From an optimization exercise on the open Yosys and OpenROAD flow, aimed at small area, a short achievable clock period and few clock cycles; shortcuts taken in it are not production practice.
Function was checked by simulation only, so behaviour that the tests miss may differ from the original.
Power is estimated from default activity; no workload was simulated.

--- flow/run.sh ---
#!/bin/bash
# synth_recipe.tcl (not shown) runs the flow's synth.tcl, then flattens the netlist and writes it again
# the make line also repeats each setting of config.mk as NAME=value (left out here)
make -C /OpenROAD-flow-scripts/flow DESIGN_CONFIG=/design/flow/config.mk WORK_HOME=/design/flow/orfs CLKGATE_MAP_FILE= SYNTH_SCRIPT=/design/flow/synth_recipe.tcl finish
--- flow/config.mk ---
export PLATFORM = sky130hd
export DESIGN_NAME = rx_framer
export DESIGN_NICKNAME = rx_framer
export VERILOG_FILES = /design/flow/design.v
export SDC_FILE = /design/flow/constraint.sdc
export NUM_CORES = 4
export LEC_CHECK = 0
export CAP_MARGIN = 20
export CORE_MARGIN = 2
export CORE_UTILIZATION = 55
export CTS_CLUSTER_DIAMETER = 120
export CTS_CLUSTER_SIZE = 30
export SETUP_SLACK_MARGIN = 4.4
export SLEW_MARGIN = 20
export SYNTH_HIERARCHICAL = 1
export SYNTH_MINIMUM_KEEP_SIZE = 0
--- flow/constraint.sdc ---
create_clock -name core_clock -period 8.5 [get_ports {clk}]
set_input_delay 1.7000 -clock core_clock [delete_from_list [all_inputs] [get_ports {clk}]]
set_output_delay 1.7000 -clock core_clock [all_outputs]
set_load 0.01 [all_outputs]
--- flow/design.v ---
module rx_framer #(
    parameter CAP         = 128,         
    parameter IDX_W       = 7,           
    parameter MAX_PAYLOAD = 48,          
    parameter STG_AW      = 6            
) (
    input  wire             clk,
    input  wire             rst,           
    input  wire             init,          
    input  wire             rx_valid,      
    input  wire [7:0]       rx_data,
    input  wire             cfg_valid,     
    input  wire [7:0]       cfg_max_type,
    input  wire [1:0]       cfg_sel,       
    output wire [7:0]       val_type,      
    output wire [7:0]       val_len,
    input  wire             val_ok,
    output wire             disp_valid,    
    input  wire             disp_ready,
    output wire [1:0]       disp_tag,
    output wire [7:0]       disp_type,
    output wire [7:0]       disp_len,
    input  wire [STG_AW-1:0] stg_raddr,    
    output wire [7:0]       stg_rdata,
    output wire [IDX_W-1:0] rx_count,      
    output wire [15:0]      overflow_count,
    output wire             rx_fault,
    output wire             configured
);
    localparam [7:0] START1 = 8'hA5;
    localparam [7:0] START2 = 8'h5A;
    localparam [2:0] S_AWAIT1 = 3'd0,
                     S_AWAIT2 = 3'd1,
                     S_TYPE   = 3'd2,
                     S_SEQ    = 3'd3,
                     S_LEN    = 3'd4,
                     S_PAY    = 3'd5,
                     S_CKH    = 3'd6,
                     S_CKL    = 3'd7;
    function [15:0] crc16_update;
        input [15:0] c;
        input [7:0]  b;
        integer k;
        reg [15:0] x;
        begin
            x = c ^ {b, 8'h00};
            for (k = 0; k < 8; k = k + 1)
                x = x[15] ? ((x << 1) ^ 16'h1021) : (x << 1);
            crc16_update = x;
        end
    endfunction
    reg [7:0]       ring [0:CAP-1];
    reg [7:0]       stg  [0:MAX_PAYLOAD-1];
    reg [IDX_W-1:0] head, tail, cursor;
    reg [IDX_W-1:0] count;          
    reg [15:0]      ovf_cnt;
    reg             fault;
    reg             spec_lost;
    reg [2:0]       pstate;
    reg             disp_pend;      
    reg [7:0]       packet_type;
    reg             seq_a5;         
    reg [5:0]       payload_length;
    reg [5:0]       pidx;           
    reg [15:0]      running_checksum;
    reg             hi_ok;          
    reg [1:0]       sh_state;
    reg [IDX_W-1:0] sh_pos;         
    reg [7:0]       b_r;
    reg             b_valid;
    reg [IDX_W-1:0] rdptr;
    reg             cfg_done;
    reg [7:0]       max_packet_type;
    reg [1:0]       sel;
    wire [7:0]       b       = b_r;        
    wire             avail   = b_valid;
    wire             in_spec = pstate[2] & (pstate[1] | pstate[0]);
    wire             step_ok = cfg_done & ((pstate != S_AWAIT1) | ~disp_pend | disp_ready);
    wire             b_is_s1 = (b == START1);
    wire             b_is_s2 = (b == START2);
    wire             b_le_mt = (b <= max_packet_type);
    wire             abort    = step_ok & in_spec & spec_lost;
    wire             stepping = step_ok & avail & ~(in_spec & spec_lost);
    wire             sh_adv   = stepping & in_spec;
    wire             len_ok   = (b <= MAX_PAYLOAD) && val_ok;
    wire             match    = hi_ok && (b == running_checksum[7:0]);
    wire             is_ckl   = (pstate == S_CKL);
    wire             jump_sh  = stepping & is_ckl & ~match & (sh_state == 2'd2);
    wire             commit   = stepping & (~in_spec | (is_ckl & ~jump_sh));
    wire             keep     = ~commit & ~jump_sh;
    wire [IDX_W-1:0] tail_1   = tail + 1'b1;
    wire [IDX_W-1:0] head_1   = head + 1'b1;
    wire [IDX_W-1:0] cursor_1 = cursor + 1'b1;
    wire [IDX_W-1:0] sh_pos_1 = sh_pos + 1'b1;
    wire             ovf      = rx_valid & ((keep & (tail_1 == head)) | (jump_sh & (tail_1 == sh_pos)));
    reg [IDX_W-1:0] n_head, n_cursor, n_tail;
    reg [2:0]       n_pstate;
    reg [1:0]       n_sh_state;
    reg [7:0]       n_type;
    reg             n_seq_a5;
    reg [5:0]       n_plen, n_pidx;
    reg [15:0]      n_run, n_ovf;
    reg [IDX_W-1:0] n_sh_pos;
    reg             n_spec_lost, n_fault, n_hi_ok, n_disp_pend;
    wire [15:0]     crc_b  = crc16_update((pstate == S_TYPE) ? 16'hFFFF : running_checksum, b);
    wire            stg_we = cfg_done & b_valid & (pstate == S_PAY) & ~spec_lost;
    always @* begin
        n_pstate    = pstate;
        n_type      = packet_type;
        n_seq_a5    = seq_a5;
        n_plen      = payload_length;
        n_pidx      = pidx;
        n_run       = running_checksum;
        n_hi_ok     = hi_ok;
        n_disp_pend = disp_pend & ~disp_ready;
        n_sh_state  = sh_state;
        n_sh_pos    = sh_pos;
        if (sh_adv) begin
            case (sh_state)
                2'd0: n_sh_state = b_is_s1 ? 2'd1 : 2'd0;
                2'd1: begin
                    n_sh_state = b_is_s2 ? 2'd2 : b_is_s1 ? 2'd1 : 2'd0;
                    n_sh_pos   = cursor + 1'b1;
                end
                default: ;               
            endcase
        end
        if (stepping) begin
            case (pstate)
                S_AWAIT1: n_pstate = b_is_s1 ? S_AWAIT2 : S_AWAIT1;
                S_AWAIT2: n_pstate = b_is_s2 ? S_TYPE : b_is_s1 ? S_AWAIT2 : S_AWAIT1;
                S_TYPE: begin
                    if (b_le_mt) begin
                        n_type   = b;
                        n_run    = crc_b;
                        n_pstate = S_SEQ;
                    end else begin
                        n_pstate = b_is_s1 ? S_AWAIT2 : S_AWAIT1;
                    end
                end
                S_SEQ: begin
                    n_seq_a5 = b_is_s1;
                    n_run    = crc_b;
                    n_pstate = S_LEN;
                end
                S_LEN: begin
                    if (len_ok) begin
                        n_plen      = b[5:0];
                        n_pidx      = 6'd0;
                        n_run       = crc_b;
                        n_pstate    = (b == 8'd0) ? S_CKH : S_PAY;
                        n_sh_state  = 2'd0;        
                    end else if (seq_a5 && b_is_s2) begin
                        n_pstate = S_TYPE;
                    end else begin
                        n_pstate = b_is_s1 ? S_AWAIT2 : S_AWAIT1;
                    end
                end
                S_PAY: begin
                    n_pidx = pidx + 6'd1;
                    n_run  = crc_b;
                    if (pidx + 6'd1 == payload_length)
                        n_pstate = S_CKH;
                end
                S_CKH: begin
                    n_hi_ok  = (b == running_checksum[15:8]);
                    n_pstate = S_CKL;
                end
                default: begin       
                    if (match) begin
                        n_pstate    = S_AWAIT1;
                        n_disp_pend = 1'b1;
                    end else begin
                        n_pstate = {1'b0, n_sh_state};
                    end
                end
            endcase
        end else if (abort) begin
            n_pstate = S_AWAIT1;
        end
    end
    always @* begin
        if (commit) begin
            n_head   = cursor_1;
            n_cursor = cursor_1;
        end else if (jump_sh) begin
            n_head   = ovf ? sh_pos_1 : sh_pos;
            n_cursor = n_head;
        end else begin
            n_head   = ovf ? head_1 : head;
            if (abort)
                n_cursor = n_head;
            else if (stepping || (ovf && cursor == head))
                n_cursor = cursor_1;
            else
                n_cursor = cursor;
        end
        n_tail      = rx_valid ? tail_1 : tail;
        n_ovf       = ovf ? ovf_cnt + 16'd1 : ovf_cnt;
        n_fault     = fault | ovf;
        n_spec_lost = ovf | (spec_lost & ~abort & ~(stepping & (pstate == S_LEN) & len_ok));
    end
    wire [IDX_W-1:0] tail_n   = rx_valid ? tail_1 : tail;
    wire [IDX_W-1:0] occ_c    = tail_n - cursor_1;
    wire [IDX_W-1:0] occ_s    = tail_n - sh_pos;
    wire [IDX_W-1:0] occ_h    = count + {{(IDX_W-1){1'b0}}, rx_valid};
    wire [IDX_W-1:0] n_count  = ovf ? {IDX_W{1'b1}} : commit ? occ_c : jump_sh ? occ_s : occ_h;
    wire             seq_step = stepping & ~jump_sh;
    wire             idle     = ~stepping & ~abort & ~(ovf & (cursor == head));
    wire             at_tail  = (rdptr == tail);
    wire [127:0]     rd_sel   = 128'd1 << rdptr;
    wire [1023:0]    ring_flat;
    genvar           gr;
    generate for (gr = 0; gr < CAP; gr = gr + 1) begin : g_rf
        assign ring_flat[8*gr +: 8] = ring[gr];
    end endgenerate
    wire [7:0]       ring_q;
    rx_framer_rd128 u_rd (.sel(rd_sel), .d(ring_flat), .q(ring_q));
    wire [7:0]       f_byte   = at_tail ? rx_data : ring_q;
    wire             f_valid  = ~at_tail | rx_valid;
    reg  [7:0]       n_b_r;
    reg              n_b_valid;
    reg  [IDX_W-1:0] n_rdptr;
    always @* begin
        n_b_r     = b_r;
        n_b_valid = b_valid;
        n_rdptr   = rdptr;
        if (seq_step || (idle && !b_valid)) begin
            n_b_r     = f_byte;
            n_b_valid = f_valid;
            n_rdptr   = f_valid ? rdptr + 1'b1 : rdptr;
        end else if (!idle || jump_sh) begin
            n_b_valid = 1'b0;
            n_rdptr   = n_cursor;
        end
    end
    always @(posedge clk) begin
        if (rst || init) begin
            head              <= {IDX_W{1'b0}};
            count             <= {IDX_W{1'b0}};
            tail              <= {IDX_W{1'b0}};
            cursor            <= {IDX_W{1'b0}};
            ovf_cnt           <= 16'd0;
            fault             <= 1'b0;
            spec_lost         <= 1'b0;
            pstate            <= S_AWAIT1;
            disp_pend         <= 1'b0;
            packet_type       <= 8'd0;
            seq_a5            <= 1'b0;
            payload_length    <= 6'd0;
            pidx              <= 6'd0;
            running_checksum  <= 16'd0;
            hi_ok             <= 1'b0;
            sh_state          <= 2'd0;
            sh_pos            <= {IDX_W{1'b0}};
            b_r               <= 8'd0;
            b_valid           <= 1'b0;
            rdptr             <= {IDX_W{1'b0}};
        end else begin
            head              <= n_head;
            count             <= n_count;
            tail              <= n_tail;
            cursor            <= n_cursor;
            ovf_cnt           <= n_ovf;
            fault             <= n_fault;
            spec_lost         <= n_spec_lost;
            pstate            <= n_pstate;
            disp_pend         <= n_disp_pend;
            packet_type       <= n_type;
            seq_a5            <= n_seq_a5;
            payload_length    <= n_plen;
            pidx              <= n_pidx;
            running_checksum  <= n_run;
            hi_ok             <= n_hi_ok;
            sh_state          <= n_sh_state;
            sh_pos            <= n_sh_pos;
            b_r               <= n_b_r;
            b_valid           <= n_b_valid;
            rdptr             <= n_rdptr;
        end
    end
    always @(posedge clk) begin
        if (rst) begin
            cfg_done        <= 1'b0;
            max_packet_type <= 8'd0;
            sel             <= 2'd0;
        end else if (cfg_valid && !init) begin
            cfg_done        <= 1'b1;
            max_packet_type <= cfg_max_type;
            sel             <= cfg_sel;
        end
    end
    always @(posedge clk) begin
        if (rx_valid)
            ring[tail] <= rx_data;
    end
    always @(posedge clk) begin
        if (stg_we)
            stg[pidx] <= b;
    end
    wire [MAX_PAYLOAD-1:0] stg_sel;
    genvar gs;
    rx_framer_stgdec u_dec (.a(stg_raddr), .sel(stg_sel));
    wire [7:0] stg_t2 [0:5];
    wire [7:0] stg_t3 [0:2];
    wire [7:0] stg_q;
    generate for (gs = 0; gs < 6; gs = gs + 1) begin : g_s2
        rx_framer_ao8 u (.sel(stg_sel[8*gs +: 8]),
                         .d({stg[8*gs+7], stg[8*gs+6], stg[8*gs+5], stg[8*gs+4],
                             stg[8*gs+3], stg[8*gs+2], stg[8*gs+1], stg[8*gs]}),
                         .y(stg_t2[gs]));
    end endgenerate
    generate for (gs = 0; gs < 3; gs = gs + 1) begin : g_s3
        rx_framer_nor28 u (.a(stg_t2[2*gs]), .b(stg_t2[2*gs+1]), .y(stg_t3[gs]));
    end endgenerate
    rx_framer_nand38 u_s4 (.a(stg_t3[0]), .b(stg_t3[1]), .c(stg_t3[2]), .y(stg_q));
    assign val_type       = packet_type;
    assign val_len        = b;
    assign disp_valid     = disp_pend;
    assign disp_tag       = sel;
    assign disp_type      = packet_type;
    assign disp_len       = {2'b00, payload_length};
    assign stg_rdata      = stg_q;
    assign rx_count       = count;
    assign overflow_count = ovf_cnt;
    assign rx_fault       = fault;
    assign configured     = cfg_done;
endmodule
module rx_framer_ao8 (
    input  wire [7:0]  sel,
    input  wire [63:0] d,
    output reg  [7:0]  y
);
    integer i;
    always @* begin
        y = 8'h00;
        for (i = 0; i < 8; i = i + 1)
            y = y | ({8{sel[i]}} & d[8*i +: 8]);
    end
endmodule
module rx_framer_nand48 (
    input  wire [7:0] a, b, c, d,
    output wire [7:0] y
);
    assign y = ~(a & b & c & d);
endmodule
module rx_framer_nor28 (
    input  wire [7:0] a, b,
    output wire [7:0] y
);
    assign y = ~(a | b);
endmodule
module rx_framer_nand38 (
    input  wire [7:0] a, b, c,
    output wire [7:0] y
);
    assign y = ~(a & b & c);
endmodule
module rx_framer_rd128 (
    input  wire [127:0]  sel,
    input  wire [1023:0] d,
    output reg  [7:0]    q
);
    integer i;
    always @* begin
        q = 8'h00;
        for (i = 0; i < 128; i = i + 1)
            q = q | ({8{sel[i]}} & d[8*i +: 8]);
    end
endmodule
module rx_framer_stgdec (
    input  wire [5:0]  a,
    output wire [47:0] sel
);
    wire [5:0]  an;
    wire [3:0]  lo_n;
    wire [11:0] hi_n;
    genvar i;
    generate for (i = 0; i < 6; i = i + 1) begin : g_i
        rx_framer_inv1 u (.a(a[i]), .y(an[i]));
    end endgenerate
    generate for (i = 0; i < 4; i = i + 1) begin : g_lo
        rx_framer_nand2 u (.a(((i / 2) % 2) ? a[1] : an[1]), .b((i % 2) ? a[0] : an[0]), .y(lo_n[i]));
    end endgenerate
    generate for (i = 0; i < 12; i = i + 1) begin : g_hi
        if (i < 8) begin : g_a
            rx_framer_nand4 u (.a(an[5]), .b(((i / 4) % 2) ? a[4] : an[4]), .c(((i / 2) % 2) ? a[3] : an[3]),
                               .d((i % 2) ? a[2] : an[2]), .y(hi_n[i]));
        end else begin : g_b
            rx_framer_nand3 u (.a(a[5]), .b(((i / 2) % 2) ? a[3] : an[3]), .c((i % 2) ? a[2] : an[2]),
                               .y(hi_n[i]));
        end
    end endgenerate
    generate for (i = 0; i < 48; i = i + 1) begin : g_s
        rx_framer_nor2 u (.a(hi_n[i/4]), .b(lo_n[i%4]), .y(sel[i]));
    end endgenerate
endmodule
module rx_framer_inv1 (input wire a, output wire y);
    assign y = ~a;
endmodule
module rx_framer_nand2 (input wire a, input wire b, output wire y);
    assign y = ~(a & b);
endmodule
module rx_framer_nand3 (input wire a, input wire b, input wire c, output wire y);
    assign y = ~(a & b & c);
endmodule
module rx_framer_nand4 (input wire a, input wire b, input wire c, input wire d, output wire y);
    assign y = ~(a & b & c & d);
endmodule
module rx_framer_nor2 (input wire a, input wire b, output wire y);
    assign y = ~(a | b);
endmodule
==> impl_metrics.yaml, run 1 <==
outcome:
  outcome: "finished clean"
route:
  vias_per_cell: 6.72
  highest_layer: "met4"
  wl_met2_um: 79300
  initialDrtViolationCount: 4232
  drt_pass1_iterations: 6
  drt-met1-wl_um: 67600
  met3WireLength_um: 11900
  wl_um: 166000
  routedWlPerCell_um: 31.0
  vias: 36000
  drc: 0
  ant_nets: 0
cts:
  htree_levels: 2
  clockBufferDepth: 3
  cts_sinks: 1532
  insertion_delay_ns: 0.73
  clkTransAtPathRegs_ns: 0.12
  cts_tree: "yes"
  numCtsBuffers: 57
  cts-root-buf: "clkbuf_16"
pwr:
  p_per_area_nw_per_um2: 187
  ir_drop_mv: 0.182
  p_leak_nw: 20.0
  power_mw: 12.2
placement:
  placedCellCount: 5265
  gp_congestion: 0.956
  placed_area_um2: 62000
  place_ws_ns: 2.32
  dp_hpwl_um: 109000
  port_buffers: 96
synth:
  synth_edf_count: 1408
  synth-xor-area-share: 0.0200
  synth-compound-area-share: 0.118
  synthArstFlopShare: 0
  synthMuxAreaShare: 0.00643
  ys_warn_count: 9
  ys_seq_area_frac: 0.740
  synthCells: 3995
  ys_ff_latch: 1532
  ys.flop_type: "edfxtp_1"
  synth_top_cells_by_area: "edfxtp_1, a22oi_1, dfxtp_1"
  yosys.area_share.simple: 0.0795
  synth_top_cell_by_area: "edfxtp_1"
  synth_cell_types: 74
  synth_top_area_share: 0.699
  synth_top_family_by_area: "compound AO/OA/AOI/OAI gates"
  synth_most_common_cell: "edfxtp_1"
  netlist_top_cells_count: "edfxtp_1, nor2_1, a22oi_1, a22o_1, a221oi_1"
  synth_adder_area_share: 0.00786
  syn_avg_cell_area_um2: 15.1
  synth.cell_area_um2: 60500
sta:
  rsz0062_at_grt: "true"
  finalCritPeriodShare: 0.565
  maxSlewHeadroom: 0.0830
  fmaxAchievable_mhz: 208
  setup_ws_ns: 3.69
  finClkSkew_ns: 0.0558
  setup_tns_ns: 0
  period_needed_ns: 4.81
  finalSetupViolations: 0
  tightest_slew_ns: 1.37
  slew_viol_final: 0
  hold_violations: 0
  fin_hold_ws_ns: 0.457
floorplanning:
  fp.dieArea_um2: 113000
  fp.coreArea_um2: 109000
  num_rows: 121
  num_io_pins: 99
  fp.dieW_um: 336
  fp.dieH_um: 336
  start_util: 0.555
grt:
  grt_pass1_vias: 34600
  grt_pass1_wl_um: 240000
  grt_max_degree: 84
  grt_usage: 0.292
  gr-total-overflow: 0
  antenna_found_initial: 0
final_layout:
  multi_input_area_um2: 15100
  final_cell_area_um2: 65000
  diodes: 0
  fin_nets: 4001
  syn_to_final_growth_pct: 7.43
  regArea_um2: 44800
  final_layout_size_suffix_gt1_frac: 0.107
  fin_util: 0.596
  fillCellCount: 8209
  instances_no_fill: 5357
flow_run:
  drv_cap: 0
setup_path:
  critPathArrivalTime_ns: 3.11
  crit_type: "in -> out"
  cp-end-kind: "output port"
  rrSetupSlack_ns: 4.48
  crit_path_start_kind: "input pin"
  crit_path_max_fanout: 8
  cp.required_ns: 6.80
hold_path:
  hold_class: "reg -> reg"
-- per-module statistics from Yosys, one instance, submodules excluded, a selection --
module | copies in the design | flops+latches | cells inside
rx_framer_nand2 | 4 | 0 | 1
rx_framer_ao8 | 6 | 0 | 48
rx_framer_nand4 | 8 | 0 | 1
rx_framer_nand3 | 4 | 0 | 1
rx_framer_rd128 | 1 | 0 | 760
rx_framer_inv1 | 6 | 0 | 1
rx_framer_nor2 | 48 | 0 | 1
rx_framer_nor28 | 3 | 0 | 8
rx_framer | 1 | 1532 | 2845
-- cells by family after synthesis --
kind of cell | count (synthesis)
flops | 1532
simple gates | 1033
compound gates | 888
buf+inv | 328
xor+xnor | 138
mux | 38
fa+ha+maj | 37
other cells | 1
-- final timing paths --
kind,start,endpoint,cells past startpoint
setup / recovery,stg_raddr[4],stg_rdata[6],9
hold / removal,fault$_SDFF_PP0_,fault$_SDFF_PP0_,2
setup reg to reg,rdptr[0]$_SDFFE_PP0P_,b_r[7]$_SDFFE_PP0N_,11
hold reg to reg,fault$_SDFF_PP0_,fault$_SDFF_PP0_,2
-- cell type report --
| type | count | share of cell area |
|---|---|---|
| clock buffer | 64 | 0.0223 |
| clock inverter | 4 | 0.00115 |
| inverter | 40 | 0.00285 |
| multi-input combinational | 2138 | 0.233 |
| sequential | 1532 | 0.689 |
| tap | 1414 | 0.0272 |
| timing repair buffer | 165 | 0.0251 |
-- per-layer routing --
layer  vias up  global-route usage
li1      15500                   -
met5         -                   0
met4         0               0.114
met1     18400               0.406
met2      1759               0.474
met3       314              0.0357
-- critical path, stage by stage --
cell and delay [ns]:
buf_4 0.13, nand4_1 0.11, buf_6 0.17, nor2_4 0.07, a22oi_2 0.18, nand4_1 0.25, nor2_4 0.22, nand3_2 0.12
buf_6 0.14
-- cell usage in the layout (no fill, tap or decap), types with 57 or more instances in the layout --
cell / n
a221oi_1: 157
clkdlybuf4s50_1: 73
edfxtp_1: 1408
a22oi_2: 72
dfxtp_1: 114
nand2_1: 129
clkbuf_16: 57
nand4_1: 145
nor2_1: 415
nand3_1: 84
xnor2_1: 88
a22o_1: 176
buf_4: 57
a21oi_1: 69
a22oi_1: 281
-- power by group --
part           switching, mW  total, mW  internal, mW
Combinational          0.372      0.520         0.148
Clock                   2.14       3.38          1.24
Sequential            0.0145       8.26          8.24
-- flip-flops by register name, indices dropped and copies added, names as in the netlist, 2 cells and up --
signal / count
ring: 1024
tail: 7
sh_pos: 7
b_r: 8
rdptr: 7
head: 7
payload_length: 6
stg: 384
count: 7
ovf_cnt: 16
pidx: 6
running_checksum: 16
cursor: 7
sel: 2
sh_state: 2
packet_type: 8
pstate: 3
max_packet_type: 8
-- what timing repair did --
action                     in CTS  in global routing
hold buffers                    0                  0
setup endpoints to repair      31                156
cloned                          2                  0
buffers inserted               18                  3
gates resized for setup       317                 57
pin swaps                      60                 36
Testbench counts, summed over its fixed seeds: cycles 14,796.
==> run 2, diff against run 1 <==
--- a/flow/config.mk
+++ b/flow/config.mk
@@ -8,8 +8,6 @@
 export CAP_MARGIN = 20
 export CORE_MARGIN = 2
 export CORE_UTILIZATION = 55
-export CTS_CLUSTER_DIAMETER = 120
-export CTS_CLUSTER_SIZE = 30
 export SETUP_SLACK_MARGIN = 4.4
 export SLEW_MARGIN = 20
 export SYNTH_HIERARCHICAL = 1
==> run 2 against run 1 <==
  * Still clean on timing, DRC and antenna
  * Register-to-register slack got worse by 0.06 ns
  * Non-clock buffer count decreased by 2
  * Routed wire length increased by 1.6%
  * Worst setup slack got worse by 0.030 ns
  * Clock skew decreased by 0.032 ns
  * Die area unchanged
  * Sequential power about the same
  * Via count increased by 2.4%
  * Count of clock-buffer cells in the layout increased by 134
  * Final cell count increased by 4.2%
  * Largest power group unchanged
==> impl_metrics.yaml, run 2 <==
floorplanning:
  fp.dieW_um: 336
  fp.dieH_um: 336
  fp.coreArea_um2: 109000
  num_io_pins: 99
  start_util: 0.555
  num_rows: 121
  fp.dieArea_um2: 113000
placement:
  gp_congestion: 0.956
  placedCellCount: 5265
  dp_hpwl_um: 109000
  port_buffers: 96
  placed_area_um2: 62000
  place_ws_ns: 2.32
pwr:
  ir_drop_mv: 0.231
  power_frac_clock: 0.435
  power_frac_seq: 0.532
  p_per_area_nw_per_um2: 227
  p_switching_mw: 3.23
  p_leak_nw: 21.7
  switching_share: 0.208
  power_mw: 15.5
  internal-power_mw: 12.3
  combPwrFrac: 0.033
synth:
  ys_seq_area_frac: 0.740
  synthArstFlopShare: 0
  netlist_top_cells_count: "edfxtp_1, nor2_1, a22oi_1, a22o_1, a221oi_1"
  synth_top_area_share: 0.699
  synth_most_common_cell: "edfxtp_1"
  synth_edf_count: 1408
  ys.flop_type: "edfxtp_1"
  synthCells: 3995
  synth_cell_types: 74
  syn_avg_cell_area_um2: 15.1
  ys_ff_latch: 1532
  ys_warn_count: 9
  synth_top_cells_by_area: "edfxtp_1, a22oi_1, dfxtp_1"
  synth_top_cell_by_area: "edfxtp_1"
  synth.cell_area_um2: 60500
sta:
  finalSetupViolations: 0
  period_needed_ns: 4.84
  rsz0062_at_grt: "true"
  slew_viol_final: 0
  setup_tns_ns: 0
  finalCritPeriodShare: 0.569
  finClkSkew_ns: 0.0233
  fin_hold_ws_ns: 0.447
  setup_ws_ns: 3.66
  hold_violations: 0
  maxSlewHeadroom: 0.0710
  tightest_slew_ns: 1.39
  fmaxAchievable_mhz: 207
final_layout:
  final_layout_size_suffix_gt1_frac: 0.137
  reg.largest.list: "ring (1024), stg (384)"
  largest_register: "ring"
  final_cell_mix: "edfxtp_1, nor2_1, a22oi_1"
  fin_util: 0.629
  fin_nets: 4099
  fillCellCount: 7916
  instances_no_fill: 5580
  layout_commonest_cell: "edfxtp_1"
  final_cell_area_um2: 68500
  largest_reg_flops: 1024
  syn_to_final_growth_pct: 13.2
setup_path:
  cp-end-kind: "output port"
  cp.required_ns: 6.80
  max_stage_delay_ns: 0.25
  startpoint: "stg_raddr[0]"
  rr_startpoint: "rdptr[6]$_SDFFE_PP0P_"
  crit_path_max_fanout: 8
  path_cells: "buf_16 > buf_4 > nand2_8 > nor2_4 > a22oi_2 > nand4_1 > nor2_4 > nand3_2 > buf_6"
  cp_num_buf_inv: 3
  worst_path_most_repeated_cell: "nor2_4"
  crit_path_start_kind: "input pin"
  critPathArrivalTime_ns: 3.14
  crit_type: "in -> out"
  path_delay_family: "simple AND/OR/NAND/NOR gates"
  cp_slowest_cell: "nand4_1"
grt:
  grt_max_degree: 84
  grt_usage: 0.299
  grt_pass1_vias: 35800
  antenna_found_initial: 2
  gr-total-overflow: 0
  grt_pass1_wl_um: 244000
outcome:
  outcome: "finished clean"
route:
  initialDrtViolationCount: 4483
  vias: 36900
  wl_um: 169000
  ant_nets: 0
  drt_pass1_iterations: 6
  routedWlPerCell_um: 30.3
  vias_per_cell: 6.61
  drc: 0
cts:
  cts_tree: "yes"
  clkTransAtPathRegs_ns: 0.05
  insertion_delay_ns: 0.78
  numCtsBuffers: 157
  clockBufferDepth: 3
  htree_levels: 4
  cts_sinks: 1532
  cts-root-buf: "clkbuf_16"
  cts.hold.buffers_added: 0
hold_path:
  min-delay-start: "fault$_SDFF_PP0_"
  hold_class: "reg -> reg"
flow_run:
  drv_cap: 0
## run 2: final cells by class
class	instances	area, µm²	share of cell area
timing repair buffer	163	1610	0.0235
multi-input combinational	2138	15100	0.220
clock buffer	198	4200	0.0613
antenna	2	5.00	0.0000730
inverter	40	183	0.00267
tap	1414	1770	0.0258
clock inverter	93	893	0.0130
sequential	1532	44800	0.653
## run 2: Yosys stat by module (local to each module, per instance), excerpt
module | cells inside | copies in the design | area (µm²) | flops+latches
rx_framer_nand4 | 1 | 8 | 6.26 | 0
rx_framer_nor2 | 1 | 48 | 3.75 | 0
rx_framer_rd128 | 760 | 1 | 5720 | 0
rx_framer_ao8 | 48 | 6 | 379 | 0
rx_framer_nand3 | 1 | 4 | 5.00 | 0
rx_framer_nor28 | 8 | 3 | 30.0 | 0
rx_framer_inv1 | 1 | 6 | 3.75 | 0
rx_framer | 2845 | 1 | 52100 | 1532
rx_framer_nand38 | 8 | 1 | 40.0 | 0
## run 2: path summary, 6_finish.rpt
path | to | slack (ns) | depth (start not counted)
hold reg to reg | fault$_SDFF_PP0_ | 0.45 | 2
setup reg to reg | b_r[1]$_SDFFE_PP0N_ | 4.42 | 11
hold / removal | fault$_SDFF_PP0_ | 0.45 | 2
setup / recovery | stg_rdata[6] | 3.66 | 9
## run 2: cells by family after synthesis
family	after synthesis	synth area share
AND/OR/NAND/NOR	1033	0.0795
adder cells (fa/ha/maj)	37	0.00786
other	1	0.0000620
AO/OA/AOI/OAI	888	0.118
multiplexers	38	0.00643
buffers and inverters	328	0.0287
flip-flops	1532	0.740
XOR/XNOR	138	0.0200
## run 2: timing repair
item | 4_1_cts | 5_1_grt
gates cloned | 2 | 0
hold endpoints to repair | 0 | 0
pin swaps | 58 | 39
setup buffers | 15 | 4
endpoints found under the setup margin | 29 | 135
gates resized for setup | 314 | 51
## run 2: worst register-to-register path: stages, from the launching register on
cell and delay (ns):
dfxtp_1 0.63, nor2b_1 0.17, nand2b_2 0.37, buf_4 0.34, nor2_1 0.20, a22o_1 0.27, a221oi_1 0.30, nand4_1 0.43
nor4_2 0.69, nand3_1 0.21, mux2i_1 0.21, a211oi_1 0.10
## run 2: layer usage
layer / wire (µm) / up-vias / GRT usage
li1: - / 15900 / -
met3: 12800 / 432 / 0.0466
met2: 79900 / 1924 / 0.475
met4: 7660 / 2 / 0.135
met5: 12 / - / 0
met1: 68600 / 18700 / 0.410
## run 2: power by group through the flow
stage	logic [mW]	clock network, mW	registers, mW
floorplan	0.189	0	8.45
global placement	0.458	0	8.43
detailed placement	0.468	0	8.43
CTS	0.510	6.84	8.27
global route	0.554	7.12	8.27
finish	0.520	6.76	8.27
==> run 3, diff against run 2 <==
--- a/flow/design.v
+++ b/flow/design.v
@@ -245,15 +245,7 @@
             spec_lost         <= 1'b0;
             pstate            <= S_AWAIT1;
             disp_pend         <= 1'b0;
-            packet_type       <= 8'd0;
-            seq_a5            <= 1'b0;
-            payload_length    <= 6'd0;
-            pidx              <= 6'd0;
-            running_checksum  <= 16'd0;
-            hi_ok             <= 1'b0;
             sh_state          <= 2'd0;
-            sh_pos            <= {IDX_W{1'b0}};
-            b_r               <= 8'd0;
             b_valid           <= 1'b0;
             rdptr             <= {IDX_W{1'b0}};
         end else begin
@@ -266,20 +258,22 @@
             spec_lost         <= n_spec_lost;
             pstate            <= n_pstate;
             disp_pend         <= n_disp_pend;
-            packet_type       <= n_type;
-            seq_a5            <= n_seq_a5;
-            payload_length    <= n_plen;
-            pidx              <= n_pidx;
-            running_checksum  <= n_run;
-            hi_ok             <= n_hi_ok;
             sh_state          <= n_sh_state;
-            sh_pos            <= n_sh_pos;
-            b_r               <= n_b_r;
             b_valid           <= n_b_valid;
             rdptr             <= n_rdptr;
         end
     end
     always @(posedge clk) begin
+        packet_type       <= n_type;
+        seq_a5            <= n_seq_a5;
+        payload_length    <= n_plen;
+        pidx              <= n_pidx;
+        running_checksum  <= n_run;
+        hi_ok             <= n_hi_ok;
+        sh_pos            <= n_sh_pos;
+        b_r               <= n_b_r;
+    end
+    always @(posedge clk) begin
         if (rst) begin
             cfg_done        <= 1'b0;
             max_packet_type <= 8'd0;
--- a/flow/config.mk
+++ b/flow/config.mk
@@ -8,6 +8,8 @@
 export CAP_MARGIN = 20
 export CORE_MARGIN = 2
 export CORE_UTILIZATION = 55
+export CTS_CLUSTER_DIAMETER = 120
+export CTS_CLUSTER_SIZE = 30
 export SETUP_SLACK_MARGIN = 4.4
 export SLEW_MARGIN = 20
 export SYNTH_HIERARCHICAL = 1
==> run 3 against run 2 <==
  * Die area fell by 0.28%
  * Routed wire length fell by 0.31%
  * Fmax fell by 1.9%
  * Clock power fell by about 50%
  * Still clean
  * Cell area fell by 5.4%
  * Hold slack improved by 0.023 ns
  * Core utilization fell by 3.3 points
  * Sequential share of layout area rose by 4.5 points
  * Sequential power rose by 2%
  * Synthesized area fell by 0.28%
==> impl_metrics.yaml, run 3 <==
synth:
  synth.cell_area_um2: 60300
  synth_top_area_share: 0.727
  synth_edf_count: 1461
  synth_top_cells_by_area: "edfxtp_1, a22oi_1, nor2_1"
  ys.flop_type: "edfxtp_1"
  synth_cell_types: 83
  ys_seq_area_frac: 0.751
  synthCells: 3871
  synth_top_cell_by_area: "edfxtp_1"
  synth_most_common_cell: "edfxtp_1"
  ys_warn_count: 9
  ys_ff_latch: 1532
  netlist_top_cells_count: "edfxtp_1, nor2_1, a22oi_1, a22o_1, a221oi_1"
  syn_avg_cell_area_um2: 15.6
  synthArstFlopShare: 0
route:
  drt_pass1_iterations: 6
  ant_nets: 0
  vias_per_cell: 6.76
  vias: 35500
  met3WireLength_um: 14800
  drc: 0
  wl_met2_um: 79000
  highest_layer: "met4"
  routedWlPerCell_um: 32.1
  initialDrtViolationCount: 5070
  wl_um: 168000
  drt-met1-wl_um: 70300
final_layout:
  layout_commonest_cell: "edfxtp_1"
  largest_reg_flops: 1024
  final_layout_size_suffix_gt1_frac: 0.111
  fillCellCount: 8152
  final_cell_mix: "edfxtp_1, nor2_1, a22oi_1"
  syn_to_final_growth_pct: 7.42
  reg.largest.list: "ring (1024), stg (384)"
  fin_nets: 3892
  largest_register: "ring"
  final_cell_area_um2: 64800
  fin_util: 0.596
setup_path:
  crit_type: "in -> out"
  crit_path_start_kind: "input pin"
  critPathArrivalTime_ns: 3.23
  cp-end-kind: "output port"
  rrSetupSlack_ns: 4.41
  worstRegToRegCells: 10
  cp.required_ns: 6.80
  crit_path_max_fanout: 8
  rr_startpoint: "rdptr[0]$_SDFFE_PP0P_"
  rr_endpoint: "b_r[5]$_DFFE_PN_"
sta:
  slew_viol_final: 0
  setup_tns_ns: 0
  rsz0062_at_grt: "true"
  finalCritPeriodShare: 0.580
  finalSetupViolations: 0
  maxSlewHeadroom: 0.117
  finClkSkew_ns: 0.0559
  hold_violations: 0
  period_needed_ns: 4.93
  fmaxAchievable_mhz: 203
  tightest_slew_ns: 1.32
cts:
  insertion_delay_ns: 0.76
  numCtsBuffers: 57
  htree_levels: 2
  clockBufferDepth: 3
  cts.hold.buffers_added: 0
  cts_sinks: 1532
  cts-root-buf: "clkbuf_16"
  clkTransAtPathRegs_ns: 0.12
  cts_tree: "yes"
floorplanning:
  num_rows: 121
  fp.coreArea_um2: 109000
  fp.dieArea_um2: 112000
  fp.dieW_um: 335
  num_io_pins: 99
  fp.dieH_um: 335
  start_util: 0.554
hold_path:
  min-delay-start: "max_packet_type[4]$_SDFFE_PP0P_"
  holdPathStages: 2
  hold_class: "reg -> reg"
  hold_end: "max_packet_type[4]$_SDFFE_PP0P_"
grt:
  grt_usage: 0.297
  antenna_found_initial: 3
  grt_max_degree: 87
  gr-total-overflow: 0
  grt_pass1_vias: 35000
  grt_pass1_wl_um: 242000
outcome:
  outcome: "finished clean"
placement:
  port_buffers: 96
  gp_congestion: 0.981
  placed_area_um2: 61900
  dp_hpwl_um: 110000
pwr:
  ir_drop_mv: 0.173
  p_leak_nw: 19.4
  p_per_area_nw_per_um2: 196
flow_run:
  drv_cap: 0
-- run 3: timing repair --
action / CTS / global route
gates cloned: 3 / 0
setup buffers: 11 / 7
pin swaps: 52 / 34
endpoints found under the setup margin: 378 / 394
gates resized for setup: 271 / 93
-- run 3: layout make-up --
cell class / count / area, µm² / area share
flip-flops and latches: 1532 / 45300 / 0.699
multi-input cells: 2027 / 14500 / 0.224
well taps: 1414 / 1770 / 0.0273
repair buffers: 164 / 1530 / 0.0236
clock buffers: 65 / 1460 / 0.0225
inverters: 43 / 173 / 0.00266
clock inverters: 5 / 75.1 / 0.00116
diodes: 1 / 2.50 / 0.0000386
-- run 3: cells by family after synthesis --
logic type | count (synthesis) | share of synthesized area
compound gates | 847 | 0.114
xor+xnor | 147 | 0.0213
fa+ha+maj | 36 | 0.00771
simple gates | 973 | 0.0751
buf+inv | 316 | 0.0277
other cells | 1 | 0.0000621
flops | 1532 | 0.751
mux | 19 | 0.00340
-- run 3: per-module statistics from Yosys, one instance, submodules excluded, a selection --
module | copies in the design | cells | flip-flops and latches
rx_framer_ao8 | 6 | 48 | 0
rx_framer_nand4 | 8 | 1 | 0
rx_framer_nand3 | 4 | 1 | 0
rx_framer_rd128 | 1 | 760 | 0
rx_framer | 1 | 2721 | 1532
rx_framer_inv1 | 6 | 1 | 0
rx_framer_nor28 | 3 | 8 | 0
rx_framer_nand38 | 1 | 8 | 0
-- run 3: metrics by stage --
stage,std cells,hold WS (ns),total power [mW],setup slack [ns]
3_5_place_dp,5159,0.455,9.41,2.35
5_1_grt,5250,0.502,13.0,3.54
6_report,5251,0.470,12.7,3.57
3_3_place_gp,5159,0.442,9.40,2.37
4_1_cts,5243,0.473,12.7,3.58
2_1_floorplan,3872,0.430,8.96,4.20
-- run 3: how the worst max path moves through the flow --
stage                       from           end  slack, ns
finish              stg_raddr[1]  stg_rdata[6]       3.57
detailed placement  stg_raddr[3]  stg_rdata[2]       2.35
CTS                 stg_raddr[1]  stg_rdata[2]       3.58
global placement    stg_raddr[2]  stg_rdata[2]       2.37
floorplan           stg_raddr[5]  stg_rdata[6]       4.20
global route        stg_raddr[1]  stg_rdata[1]       3.54
-- run 3: report_power, final --
group          switching [mW]  internal [mW]
Clock                    2.17           1.24
Sequential             0.0239           8.41
Combinational           0.634          0.231
Total                    2.83           9.88
-- run 3: critical path, cell delays in order --
cell	delay (ns)
buf_12	0.08
clkinvlp_4	0.14
buf_12	0.18
nand2_8	0.14
nor2_4	0.09
a22oi_2	0.17
nand4_1	0.22
nor2_2	0.25
nand3_2	0.11
buf_6	0.14
-- run 3: layer usage --
metal	GRT usage	vias to the layer above
met5	0	-
met4	0.0787	0
met3	0.0531	222
met2	0.471	1800
met1	0.427	18300
li1	-	15200
Testbench counts of run 3, summed over its fixed seeds: cycles 14,796.
==> run 4, diff against run 3 <==
--- a/flow/config.mk
+++ b/flow/config.mk
@@ -8,8 +8,8 @@
 export CAP_MARGIN = 20
 export CORE_MARGIN = 2
 export CORE_UTILIZATION = 55
-export CTS_CLUSTER_DIAMETER = 120
-export CTS_CLUSTER_SIZE = 30
+export CTS_CLUSTER_DIAMETER = 100
+export CTS_CLUSTER_SIZE = 24
 export SETUP_SLACK_MARGIN = 4.4
 export SLEW_MARGIN = 20
 export SYNTH_HIERARCHICAL = 1
==> run 4 against run 3 <==
  * Core utilization grew 0.47 points
  * Global-route usage rose by 0.15 points
  * Combinational power barely moved
  * Largest power group unchanged
  * Final cell count rose by 0.32%
  * Sequential power is essentially flat
  * Routed wire length rose by 0.23%
  * Non-clock buffer count shrank 5
  * Largest cell class unchanged
  * Cell area grew 0.80%
==> impl_metrics.yaml, run 4 <==
outcome:
  outcome: "finished clean"
setup_path:
  crit_path_start_kind: "input pin"
  cp-end-kind: "output port"
  path_cells: "buf_12 > buf_4 > nand2_4 > nor2_4 > a22oi_1 > nand4_1 > nor2_2 > nand3_2 > buf_6"
  max_stage_delay_ns: 0.26
  cp.required_ns: 6.80
  crit_type: "in -> out"
  cp_slowest_cell: "nand4_1"
  critPathArrivalTime_ns: 3.26
  crit_path_max_fanout: 8
final_layout:
  final_layout_size_suffix_gt1_frac: 0.118
  fin_nets: 3904
  largest_reg_flops: 1024
  reg.largest.list: "ring (1024), stg (384)"
  diodes: 0
  syn_to_final_growth_pct: 8.28
  largest_register: "ring"
  final_cell_mix: "edfxtp_1, nor2_1, a22oi_1"
  fillCellCount: 8083
  layout_commonest_cell: "edfxtp_1"
cts:
  clkTransAtPathRegs_ns: 0.10
  insertion_delay_ns: 0.69
  cts_sinks: 1532
  cts-root-buf: "clkbuf_16"
  numCtsBuffers: 74
  cts.hold.buffers_added: 0
  clockBufferDepth: 3
  cts_tree: "yes"
  htree_levels: 3
floorplanning:
  num_rows: 121
  start_util: 0.554
  fp.coreArea_um2: 109000
  fp.dieArea_um2: 112000
  fp.dieW_um: 335
  fp.dieH_um: 335
  num_io_pins: 99
sta:
  finClkSkew_ns: 0.0368
  rsz0062_at_grt: "true"
  hold_violations: 0
  finalCritPeriodShare: 0.583
  tightest_slew_ns: 1.25
  maxSlewHeadroom: 0.166
  setup_ws_ns: 3.54
  slew_viol_final: 0
  period_needed_ns: 4.96
  setup_tns_ns: 0
  fmaxAchievable_mhz: 202
  finalSetupViolations: 0
hold_path:
  hold_class: "reg -> reg"
flow_run:
  drv_cap: 0
route:
  vias_per_cell: 6.79
  drt_pass1_iterations: 6
  drc: 0
  initialDrtViolationCount: 4897
  wl_um: 169000
  vias: 35800
  routedWlPerCell_um: 32.0
  ant_nets: 0
synth:
  ys_warn_count: 9
  synth.cell_area_um2: 60300
  synth_top_cells_by_area: "edfxtp_1, a22oi_1, nor2_1"
  synth_edf_count: 1461
  synthArstFlopShare: 0
  ys_seq_area_frac: 0.751
  ys_ff_latch: 1532
  synthCells: 3871
  synth_top_cell_by_area: "edfxtp_1"
  netlist_top_cells_count: "edfxtp_1, nor2_1, a22oi_1, a22o_1, a221oi_1"
  synth_top_area_share: 0.727
  syn_avg_cell_area_um2: 15.6
  ys.flop_type: "edfxtp_1"
  synth_most_common_cell: "edfxtp_1"
  synth_cell_types: 83
grt:
  grt_pass1_vias: 35000
  grt_pass1_wl_um: 243000
  grt_max_degree: 87
  grt_usage: 0.298
  antenna_found_initial: 4
  gr-total-overflow: 0
placement:
  port_buffers: 96
  place_ws_ns: 2.35
  dp_hpwl_um: 110000
  gp_congestion: 0.981
pwr:
  switching_share: 0.220
  p_switching_mw: 2.91
  p_per_area_nw_per_um2: 202
  power_frac_clock: 0.296
  p_leak_nw: 19.6
  internal-power_mw: 10.3
  combPwrFrac: 0.066
  ir_drop_mv: 0.153
  power_frac_seq: 0.639
run 4: cell counts after synthesis:
Identical to the previous run, type by type.
run 4: power groups by stage:
stage	logic [mW]	clock network, mW	registers [mW]
4_1_cts	0.850	3.95	8.43
3_3_place_gp	0.793	0	8.60
5_1_grt	0.919	4.20	8.44
3_5_place_dp	0.809	0	8.61
2_1_floorplan	0.286	0	8.68
6_report	0.866	3.90	8.43
run 4: repair_timing:
item	CTS	global route
resized for setup	309	76
cloned	3	0
endpoints found under the setup margin	377	495
pin swaps	52	50
buffers inserted	11	2
run 4: path summary, 6_finish.rpt:
check | startpoint | end | slack [ns] | cells after the start
max | stg_raddr[1] | stg_rdata[2] | 3.54 | 9
max reg2reg | rdptr[1]$_SDFFE_PP0P_ | b_r[6]$_DFFE_PN_ | 4.37 | 10
min | max_packet_type[4]$_SDFFE_PP0P_ | max_packet_type[4]$_SDFFE_PP0P_ | 0.47 | 2
min reg2reg | max_packet_type[4]$_SDFFE_PP0P_ | max_packet_type[4]$_SDFFE_PP0P_ | 0.47 | 2
run 4: metrics by stage:
stage,instance area [µm²],util,hold WS (ns),total power [mW],instances
final,65300,0.600,0.468,13.2,5268
after global placement,61900,0.569,0.442,9.40,5159
after detailed placement,61900,0.569,0.455,9.41,5159
after global routing,65300,0.600,0.500,13.6,5268
after floorplan,60400,-,0.430,8.96,3872
after CTS,65000,0.597,0.470,13.2,5266
run 4: cell type report:
type / count / area, µm² / area share
Sequential cell: 1532 / 45300 / 0.693
Inverter: 43 / 175 / 0.00268
Multi-Input combinational cell: 2027 / 14600 / 0.224
Clock buffer: 88 / 1970 / 0.0301
Tap cell: 1414 / 1770 / 0.0271
Timing Repair Buffer: 159 / 1470 / 0.0225
Clock inverter: 5 / 53.8 / 0.000823
run 4: worst max-delay path: cells and delay by family:
family | cells | cell delay [ns]
buffers and inverters | 3 | 0.44
AND/OR/NAND/NOR | 5 | 0.91
AO/OA/AOI/OAI | 1 | 0.20
run 4: Yosys stat by module, one instance, submodules excluded, excerpt:
module | times used | cells inside | cell area [µm²] | flops+latches
rx_framer | 1 | 2721 | 51900 | 1532
rx_framer_rd128 | 1 | 760 | 5720 | 0
rx_framer_ao8 | 6 | 48 | 379 | 0
rx_framer_nand38 | 1 | 8 | 40.0 | 0
rx_framer_nor28 | 3 | 8 | 30.0 | 0
rx_framer_nand4 | 8 | 1 | 6.26 | 0
rx_framer_nand3 | 4 | 1 | 5.00 | 0
rx_framer_inv1 | 6 | 1 | 3.75 | 0
rx_framer_nand2 | 4 | 1 | 3.75 | 0
rx_framer_nor2 | 48 | 1 | 3.75 | 0
run 4: kinds of logic after synthesis:
logic type      count (synthesis)  share of synthesized area
flops                        1532                      0.751
simple gates                  973                     0.0751
compound gates                847                      0.114
buf+inv                       316                     0.0277
xor+xnor                      147                     0.0213
fa+ha+maj                      36                    0.00771
mux                            19                    0.00340
other cells                     1                  0.0000621
run 4: layer usage:
layer | global-route usage | share of wire | vias to the layer above
li1 | - | - | 15200
met1 | 0.431 | 0.42 | 18500
met2 | 0.472 | 0.47 | 1869
met3 | 0.0524 | 0.088 | 242
met4 | 0.0780 | 0.028 | 2
met5 | 0 | 0.000053 | -
==> run 5, diff against run 4 <==
--- a/flow/config.mk
+++ b/flow/config.mk
@@ -7,7 +7,7 @@
 export LEC_CHECK = 0
 export CAP_MARGIN = 20
 export CORE_MARGIN = 2
-export CORE_UTILIZATION = 55
+export CORE_UTILIZATION = 65
 export CTS_CLUSTER_DIAMETER = 100
 export CTS_CLUSTER_SIZE = 24
 export SETUP_SLACK_MARGIN = 4.4
==> run 5 against run 4 <==
  * Clock power hardly changed
  * Cell area is 0.13% lower
  * Register-to-register slack worse by 0.18 ns
  * Hold slack better by 0.0031 ns
  * First-iteration DRC count is 10% higher
  * Clock skew is 0.0015 ns lower
  * Critical endpoint is now stg_rdata[4]
  * Largest cell class unchanged
==> impl_metrics.yaml, run 5 <==
outcome:
  outcome: "finished clean"
final_layout:
  final_cell_mix: "edfxtp_1, nor2_1, a22oi_1"
  fin_nets: 3901
  reg.largest.list: "ring (1024), stg (384)"
  diodes: 0
  layout_commonest_cell: "edfxtp_1"
  final_layout_size_suffix_gt1_frac: 0.123
  syn_to_final_growth_pct: 8.14
  largest_register: "ring"
  instances_no_fill: 5094
  largest_reg_flops: 1024
pwr:
  p_leak_nw: 19.6
  ir_drop_mv: 0.165
  p_per_area_nw_per_um2: 202
cts:
  insertion_delay_ns: 0.69
  clkTransAtPathRegs_ns: 0.11
  htree_levels: 3
  numCtsBuffers: 73
  clockBufferDepth: 3
  cts_tree: "yes"
  cts.hold.buffers_added: 0
  cts-root-buf: "clkbuf_16"
  cts_sinks: 1532
sta:
  slew_viol_final: 0
  fmaxAchievable_mhz: 208
  tightest_slew_ns: 1.26
  finClkSkew_ns: 0.0353
  maxSlewHeadroom: 0.157
  rsz0062_at_grt: "true"
  finalCritPeriodShare: 0.565
  period_needed_ns: 4.80
  setup_tns_ns: 0
  finalSetupViolations: 0
  hold_violations: 0
grt:
  antenna_found_initial: 2
  grt_pass1_vias: 34900
  grt_usage: 0.338
  grt_max_degree: 90
  grt_pass1_wl_um: 233000
  gr-total-overflow: 0
route:
  routedWlPerCell_um: 31.6
  initialDrtViolationCount: 5408
  drt_pass1_iterations: 6
  ant_nets: 0
  vias: 36200
  drc: 0
  vias_per_cell: 7.10
  wl_um: 161000
floorplanning:
  fp.coreArea_um2: 91800
  num_rows: 111
  fp.dieArea_um2: 95300
  fp.dieW_um: 309
  start_util: 0.657
  num_io_pins: 99
  fp.dieH_um: 309
synth:
  synthArstFlopShare: 0
  ys.flop_type: "edfxtp_1"
  ys_warn_count: 9
  syn_avg_cell_area_um2: 15.6
  synth_top_area_share: 0.727
  synth_top_cells_by_area: "edfxtp_1, a22oi_1, nor2_1"
  synth.cell_area_um2: 60300
  synth_most_common_cell: "edfxtp_1"
  ys_seq_area_frac: 0.751
  synth_edf_count: 1461
  netlist_top_cells_count: "edfxtp_1, nor2_1, a22oi_1, a22o_1, a221oi_1"
  synth_cell_types: 83
  synth_top_cell_by_area: "edfxtp_1"
  synthCells: 3871
  ys_ff_latch: 1532
setup_path:
  max_stage_delay_ns: 0.20
  cp_num_buf_inv: 4
  path_delay_family: "simple AND/OR/NAND/NOR gates"
  critPathArrivalTime_ns: 3.10
  cp.required_ns: 6.80
  crit_path_start_kind: "input pin"
  cp_slowest_cell: "nand4_1"
  crit_type: "in -> out"
  path_cells: "buf_16 > inv_12 > nand2_8 > buf_12 > nor2_4 > a22oi_2 > nand4_1 > nor2_2 > nand3_2 > buf_6"
  crit_path_max_fanout: 8
  cp-end-kind: "output port"
placement:
  port_buffers: 96
  dp_hpwl_um: 105000
  placedCellCount: 4983
  gp_congestion: 0.974
hold_path:
  hold_class: "reg -> reg"
flow_run:
  drv_cap: 0
run 5: repair_timing:
| item | 4_1_cts | 5_1_grt |
|---|---|---|
| setup endpoints to repair | 462 | 419 |
| pin swaps | 65 | 55 |
| gates resized for setup | 366 | 60 |
| buffers inserted | 15 | 2 |
| gates cloned | 2 | 0 |
run 5: worst paths after layout:
| check | from | slack (ns) | end | cells past startpoint |
|---|---|---|---|---|
| worst max register to register | rdptr[6]$_SDFFE_PP0P_ | 4.19 | b_r[1]$_DFFE_PN_ | 10 |
| worst min-delay path | sel[1]$_SDFFE_PP0P_ | 0.47 | sel[1]$_SDFFE_PP0P_ | 2 |
| worst max-delay path | stg_raddr[1] | 3.70 | stg_rdata[4] | 10 |
| worst min register to register | sel[1]$_SDFFE_PP0P_ | 0.47 | sel[1]$_SDFFE_PP0P_ | 2 |
run 5: modules after synthesis (local to each module, per instance), excerpt:
module | flops+latches | area, µm²
rx_framer_inv1 | 0 | 3.75
rx_framer_ao8 | 0 | 379
rx_framer_nor28 | 0 | 30.0
rx_framer_nand3 | 0 | 5.00
rx_framer_nand2 | 0 | 3.75
rx_framer_nand38 | 0 | 40.0
rx_framer_rd128 | 0 | 5720
rx_framer_nor2 | 0 | 3.75
rx_framer_nand4 | 0 | 6.26
run 5: cell type report:
cell class                      instances  area (µm²)
Clock inverter                          6         100
Fill cell                            5837       26500
Tap cell                             1243        1560
Inverter                               43         196
Multi-Input combinational cell       2026       14700
Timing Repair Buffer                  158        1520
Clock buffer                           86        1920
Sequential cell                      1532       45300
run 5: tightest hold or removal path: stages (launching register included):
cell and delay [ns]:
dfxtp_1 0.33, nand2_1 0.05, a21oi_1 0.05
run 5: per-stage QoR:
step | cell area [µm²] | hold slack, ns | utilization | setup WS [ns] | total power [mW]
6_report | 65300 | 0.471 | 0.711 | 3.70 | 13.2
4_1_cts | 65000 | 0.469 | 0.708 | 3.74 | 13.2
3_5_place_dp | 61700 | 0.456 | 0.672 | 2.39 | 9.39
5_1_grt | 65300 | 0.491 | 0.711 | 3.68 | 13.4
3_3_place_gp | 61700 | 0.442 | 0.672 | 2.38 | 9.37
2_1_floorplan | 60400 | 0.430 | - | 4.20 | 8.96
run 5: cells by family after synthesis:
kind of cell / Yosys count / synth area share
other: 1 / 0.0000621
DFF: 1532 / 0.751
xor gates and xnor gates: 147 / 0.0213
buffers and inverters: 316 / 0.0277
muxes: 19 / 0.00340
AOI/OAI and AO/OA: 847 / 0.114
adders and majority gates: 36 / 0.00771
and+or+nand+nor: 973 / 0.0751
run 5: routing by layer:
layer / track usage / share of wire
met1: 0.498 / 0.40
met4: 0.102 / 0.032
met3: 0.0756 / 0.11
met2: 0.510 / 0.46
met5: 0.00455 / 0.0010
run 5: power by group:
part	switching (mW)	internal [mW]
clock	2.22	1.65
sequential	0.0238	8.41
combinational	0.625	0.235
total	2.87	10.3
==> run 6, diff against run 5 <==
--- a/flow/config.mk
+++ b/flow/config.mk
@@ -7,7 +7,7 @@
 export LEC_CHECK = 0
 export CAP_MARGIN = 20
 export CORE_MARGIN = 2
-export CORE_UTILIZATION = 65
+export CORE_UTILIZATION = 75
 export CTS_CLUSTER_DIAMETER = 100
 export CTS_CLUSTER_SIZE = 24
 export SETUP_SLACK_MARGIN = 4.4
==> run 6 against run 5 <==
  * Still clean on timing, DRC and antenna
  * Sequential share of layout area is 0.29 points higher
  * Sequential power hardly changed
  * Clock skew is 0.0039 ns lower
  * Hold slack worse by 0.0082 ns
  * Register-to-register slack better by 0.18 ns
  * Final cell count is 3.6% lower
  * First-iteration DRC count is 29% higher
  * Cell area is 0.42% lower
  * Die area is 13% lower
  * Largest power group unchanged
==> impl_metrics.yaml, run 6 <==
outcome:
  outcome: "finished clean"
setup_path:
  crit_path_start_kind: "input pin"
  cp.required_ns: 6.80
  crit_path_max_fanout: 8
  crit_type: "in -> out"
  critPathArrivalTime_ns: 3.11
  cp-end-kind: "output port"
placement:
  gp_congestion: 0.987
  placedCellCount: 4795
  dp_hpwl_um: 103000
  placed_area_um2: 61400
  port_buffers: 96
floorplanning:
  start_util: 0.753
  fp.dieH_um: 288
  num_io_pins: 99
  fp.dieW_um: 288
  fp.dieArea_um2: 82700
  fp.coreArea_um2: 80200
  num_rows: 104
sta:
  maxSlewHeadroom: 0.157
  slew_viol_final: 0
  period_needed_ns: 4.81
  fmaxAchievable_mhz: 208
  finalCritPeriodShare: 0.566
  setup_tns_ns: 0
  finClkSkew_ns: 0.0314
  rsz0062_at_grt: "true"
  hold_violations: 0
  finalSetupViolations: 0
  tightest_slew_ns: 1.26
synth:
  synth_top_cells_by_area: "edfxtp_1, a22oi_1, nor2_1"
  synth.cell_area_um2: 60300
  synthCells: 3871
  ys_seq_area_frac: 0.751
  syn_avg_cell_area_um2: 15.6
  synth_top_cell_by_area: "edfxtp_1"
  ys_warn_count: 9
  synthArstFlopShare: 0
  synth_cell_types: 83
  netlist_top_cells_count: "edfxtp_1, nor2_1, a22oi_1, a22o_1, a221oi_1"
  synth_top_area_share: 0.727
  synth_edf_count: 1461
  ys.flop_type: "edfxtp_1"
  ys_ff_latch: 1532
  synth_most_common_cell: "edfxtp_1"
flow_run:
  drv_cap: 0
final_layout:
  largest_reg_flops: 1024
  largest_register: "ring"
  instances_no_fill: 4912
  layout_commonest_cell: "edfxtp_1"
  fillCellCount: 3952
  final_cell_mix: "edfxtp_1, nor2_1, a22oi_1"
  final_layout_size_suffix_gt1_frac: 0.116
  reg.largest.list: "ring (1024), stg (384)"
  final_cell_area_um2: 65000
  syn_to_final_growth_pct: 7.69
  fin_nets: 3900
route:
  vias_per_cell: 7.64
  routedWlPerCell_um: 33.0
  vias: 37500
  wl_um: 162000
  drc: 0
  ant_nets: 0
  initialDrtViolationCount: 6991
  drt_pass1_iterations: 9
cts:
  htree_levels: 3
  cts.hold.buffers_added: 0
  numCtsBuffers: 73
  cts_sinks: 1532
  insertion_delay_ns: 0.67
  clkTransAtPathRegs_ns: 0.10
  clockBufferDepth: 3
  cts-root-buf: "clkbuf_16"
  cts_tree: "yes"
hold_path:
  hold_class: "reg -> reg"
grt:
  grt_max_degree: 83
  grt_pass1_wl_um: 235000
  antenna_found_initial: 3
  grt_pass1_vias: 35600
  gr-total-overflow: 0
  grt_usage: 0.391
pwr:
  p_leak_nw: 19.6
  ir_drop_mv: 0.239
  p_per_area_nw_per_um2: 202
[run 6: cell types whose count changed in the layout (fill, tap and decap cells not counted), sizes merged]
cell,previous run,this run
buf,83,80
diode,0,2
inv,46,44
nand2,119,121
a31oi,7,8
clkinv,2,3
[run 6: final timing paths]
check / from / endpoint / slack [ns] / cells after the start
max reg2reg: rdptr[6]$_SDFFE_PP0P_ / b_r[2]$_DFFE_PN_ / 4.37 / 9
min reg2reg: max_packet_type[7]$_SDFFE_PP0P_ / max_packet_type[7]$_SDFFE_PP0P_ / 0.46 / 2
min: max_packet_type[7]$_SDFFE_PP0P_ / max_packet_type[7]$_SDFFE_PP0P_ / 0.46 / 2
max: stg_raddr[1] / stg_rdata[4] / 3.69 / 10
[run 6: layout make-up]
type	count	area (µm²)	area share
clock buffer	87	1940	0.0299
antenna	2	5.00	0.0000770
inverter	43	209	0.00322
clock inverter	5	98.8	0.00152
multi-input combinational	2029	14600	0.224
tap	1060	1330	0.0204
sequential	1532	45300	0.697
timing repair buffer	154	1530	0.0236
[run 6: logic make-up after synthesis]
| family | Yosys count | synth area share |
|---|---|---|
| flops | 1532 | 0.751 |
| simple gates | 973 | 0.0751 |
| compound gates | 847 | 0.114 |
| buf+inv | 316 | 0.0277 |
| xor+xnor | 147 | 0.0213 |
| fa+ha+maj | 36 | 0.00771 |
| mux | 19 | 0.00340 |
| other cells | 1 | 0.0000621 |
[run 6: Yosys stat by module (local to each module, per instance), a selection]
module	flip-flops and latches	copies in the design	cells	area, µm²
rx_framer_ao8	0	6	48	379
rx_framer_nor28	0	3	8	30.0
rx_framer_nand2	0	4	1	3.75
rx_framer_nand3	0	4	1	5.00
rx_framer_inv1	0	6	1	3.75
rx_framer_nand38	0	1	8	40.0
rx_framer	1532	1	2721	51900
rx_framer_rd128	0	1	760	5720
rx_framer_nor2	0	48	1	3.75
rx_framer_nand4	0	8	1	6.26
[run 6: critical path, cell delays in order]
cell	delay [ns]
buf_16	0.15
inv_12	0.07
nand2_8	0.12
buf_6	0.14
nor2_4	0.07
a22oi_2	0.20
nand4_1	0.16
nor2_2	0.21
nand3_2	0.14
buf_6	0.15
[run 6: routing by layer]
| metal | track usage | share of wire | up-vias |
|---|---|---|---|
| met5 | 0 | 0.00035 | - |
| met4 | 0.145 | 0.043 | 8 |
| met3 | 0.0950 | 0.14 | 542 |
| met2 | 0.608 | 0.47 | 3498 |
| met1 | 0.550 | 0.35 | 18300 |
| li1 | - | - | 15200 |
[run 6: stage by stage]
stage / power, mW / util / setup slack, ns / hold WS [ns]
2_1_floorplan: 8.96 / - / 4.20 / 0.430
3_3_place_gp: 9.34 / 0.766 / 2.42 / 0.443
3_5_place_dp: 9.37 / 0.766 / 2.38 / 0.451
4_1_cts: 13.1 / 0.805 / 3.76 / 0.465
5_1_grt: 13.4 / 0.811 / 3.68 / 0.494
6_report: 13.2 / 0.811 / 3.69 / 0.463
[run 6: power by group]
| group | switching (mW) | total [mW] | internal, mW |
|---|---|---|---|
| combinational | 0.617 | 0.854 | 0.237 |
| clock | 2.20 | 3.87 | 1.67 |
| sequential | 0.0221 | 8.43 | 8.41 |
| total | 2.84 | 13.2 | 10.3 |
[run 6: what timing repair did]
item	CTS	global route
setup endpoints to repair	406	380
buffers inserted	15	2
cloned	3	3
gates resized for setup	315	100
pin swaps	61	42
==> run 7, diff against run 6 <==
--- a/flow/config.mk
+++ b/flow/config.mk
@@ -7,9 +7,9 @@
 export LEC_CHECK = 0
 export CAP_MARGIN = 20
 export CORE_MARGIN = 2
-export CORE_UTILIZATION = 75
-export CTS_CLUSTER_DIAMETER = 100
-export CTS_CLUSTER_SIZE = 24
+export CORE_UTILIZATION = 65
+export CTS_CLUSTER_DIAMETER = 120
+export CTS_CLUSTER_SIZE = 30
 export SETUP_SLACK_MARGIN = 4.4
 export SLEW_MARGIN = 20
 export SYNTH_HIERARCHICAL = 1
==> run 7 against run 6 <==
  * Still clean
  * Total power is 3.7% lower
  * Die area is 15% higher
  * Count of clock-buffer cells in the layout is 19 lower
  * Routed wire length is 1.4% lower
  * Sequential cell count stayed put
  * Global-route usage is 5.6 points lower
  * Synthesized cell count stayed put
  * Critical path depth is 1 lower
  * Synthesized area stayed put
  * Register-to-register slack worse by 0.15 ns
  * Clock power is 13% lower
  * Highest routed layer unchanged
==> impl_metrics.yaml, run 7 <==
final_layout:
  layout_commonest_cell: "edfxtp_1"
  largest_reg_flops: 1024
  regArea_um2: 45300
  fillCellCount: 5897
  reg.largest.list: "ring (1024), stg (384)"
  instances_no_fill: 5077
  multi_input_area_um2: 14600
  final_cell_mix: "edfxtp_1, nor2_1, a22oi_1"
pwr:
  p_switching_mw: 2.76
  p_per_area_nw_per_um2: 196
  power_frac_clock: 0.266
  internal-power_mw: 9.91
  combPwrFrac: 0.068
  p_leak_nw: 19.4
synth:
  ys_warn_count: 9
  netlist_top_cells_count: "edfxtp_1, nor2_1, a22oi_1, a22o_1, a221oi_1"
  synthArstFlopShare: 0
  ys.flop_type: "edfxtp_1"
  synth_top_cells_by_area: "edfxtp_1, a22oi_1, nor2_1"
  synth_edf_count: 1461
  synth_most_common_cell: "edfxtp_1"
  synth_top_cell_by_area: "edfxtp_1"
setup_path:
  rr_startpoint: "rdptr[6]$_SDFFE_PP0P_"
  crit_cells: 9
  critPathArrivalTime_ns: 3.09
  rr_endpoint: "b_r[1]$_DFFE_PN_"
  cp_slowest_cell: "nor2_2"
  path_delay_family: "simple AND/OR/NAND/NOR gates"
  worstRegToRegCells: 10
  crit_path_start_kind: "input pin"
  path_cells: "buf_12 > inv_6 > nand3_2 > nor2_2 > a22oi_1 > nand4_1 > nor2_4 > nand3_2 > buf_2"
  crit_type: "in -> out"
  rrSetupSlack_ns: 4.22
  crit_path_max_fanout: 8
  max_stage_delay_ns: 0.34
hold_path:
  hold_end: "sel[1]$_SDFFE_PP0P_"
  hold_class: "reg -> reg"
route:
  ant_nets: 0
  drc: 0
  drt_pass1_iterations: 6
  vias_per_cell: 7.11
  routedWlPerCell_um: 31.5
sta:
  rsz0062_at_grt: "true"
  fin_hold_ws_ns: 0.474
  finClkSkew_ns: 0.0535
  fmaxAchievable_mhz: 209
  finalSetupViolations: 0
  setup_ws_ns: 3.71
  finalCritPeriodShare: 0.564
  hold_violations: 0
  period_needed_ns: 4.79
  slew_viol_final: 0
  tightest_slew_ns: 1.21
floorplanning:
  num_io_pins: 99
  fp.dieW_um: 309
placement:
  gp_congestion: 0.974
  port_buffers: 96
  placedCellCount: 4983
  dp_hpwl_um: 105000
  placed_area_um2: 61700
  place_ws_ns: 2.39
cts:
  cts-root-buf: "clkbuf_16"
  htree_levels: 2
  cts.hold.buffers_added: 0
  insertion_delay_ns: 0.72
  clkTransAtPathRegs_ns: 0.12
grt:
  grt_pass1_vias: 34500
  grt_pass1_wl_um: 232000
  gr-total-overflow: 0
  antenna_found_initial: 3
outcome:
  outcome: "finished clean"
==> run 7: cell counts after synthesis <==
Identical to the previous run, type by type.
==> run 7: kinds of logic after synthesis <==
family	synth area share
muxes	0.00340
and+or+nand+nor	0.0751
other	0.0000621
DFF	0.751
buffers and inverters	0.0277
AOI/OAI and AO/OA	0.114
adders and majority gates	0.00771
xor gates and xnor gates	0.0213
==> run 7: layout make-up <==
cell class / instances / area share
Inverter: 43 / 0.00303
Tap cell: 1243 / 0.0240
Sequential cell: 1532 / 0.699
Timing Repair Buffer: 162 / 0.0243
Clock inverter: 3 / 0.00102
Multi-Input combinational cell: 2026 / 0.225
Clock buffer: 68 / 0.0230
==> run 7: what timing repair did <==
| action | in CTS | in global routing |
|---|---|---|
| setup buffers | 15 | 6 |
| gates cloned | 2 | 0 |
| resized for setup | 339 | 66 |
| endpoints found under the setup margin | 408 | 493 |
| hold endpoints to repair | 0 | 0 |
| pin swaps | 67 | 40 |
==> run 7: worst max path at each step <==
stage / to
floorplan: stg_rdata[6]
global placement: stg_rdata[4]
detailed placement: stg_rdata[4]
CTS: stg_rdata[4]
global route: stg_rdata[2]
finish: stg_rdata[2]
==> run 7: stage by stage <==
| step | total power, mW | util |
|---|---|---|
| floorplan | 8.96 | - |
| global placement | 9.37 | 0.672 |
| detailed placement | 9.39 | 0.672 |
| CTS | 12.7 | 0.702 |
| global route | 13.0 | 0.705 |
| finish | 12.7 | 0.705 |
==> run 7: power groups by stage <==
stage               Combinational [mW]  Clock [mW]  Sequential (mW)
global placement                 0.769           0             8.60
global route                     0.912        3.62             8.44
detailed placement               0.789           0             8.60
floorplan                        0.286           0             8.68
CTS                              0.847        3.40             8.43
finish                           0.864        3.38             8.43
==> run 7: layer usage <==
layer | routed length [µm] | global-route usage | vias up
met5 | 30 | 0 | -
li1 | - | - | 15200
met3 | 17100 | 0.0676 | 322
met4 | 5470 | 0.100 | 4
met2 | 72600 | 0.506 | 2282
met1 | 64800 | 0.502 | 18300
==> run 7: tightest hold or removal path, delay by kind of cell (launching register included) <==
family / cells / cell delay (ns)
compound gates: 1 / 0.05
flops: 1 / 0.33
simple gates: 1 / 0.05
==> run 7: per-module statistics from Yosys (local to each module, per instance), a selection <==
| module | flip-flops and latches | area [µm²] |
|---|---|---|
| rx_framer_nand38 | 0 | 40.0 |
| rx_framer_nand4 | 0 | 6.26 |
| rx_framer_rd128 | 0 | 5720 |
| rx_framer_nand2 | 0 | 3.75 |
| rx_framer_nand3 | 0 | 5.00 |
| rx_framer_nor28 | 0 | 30.0 |
| rx_framer | 1532 | 51900 |
| rx_framer_inv1 | 0 | 3.75 |
| rx_framer_ao8 | 0 | 379 |
| rx_framer_nor2 | 0 | 3.75 |

Re-timed with assumed drivers on the ports (clkbuf_16 on the clock, buf_2 on other inputs), run 7 has 3.629 ns of setup slack against 3.709 ns with ideal ports, and 3.629 ns once port delays also move by the mid clock arrival of 0.767 ns.
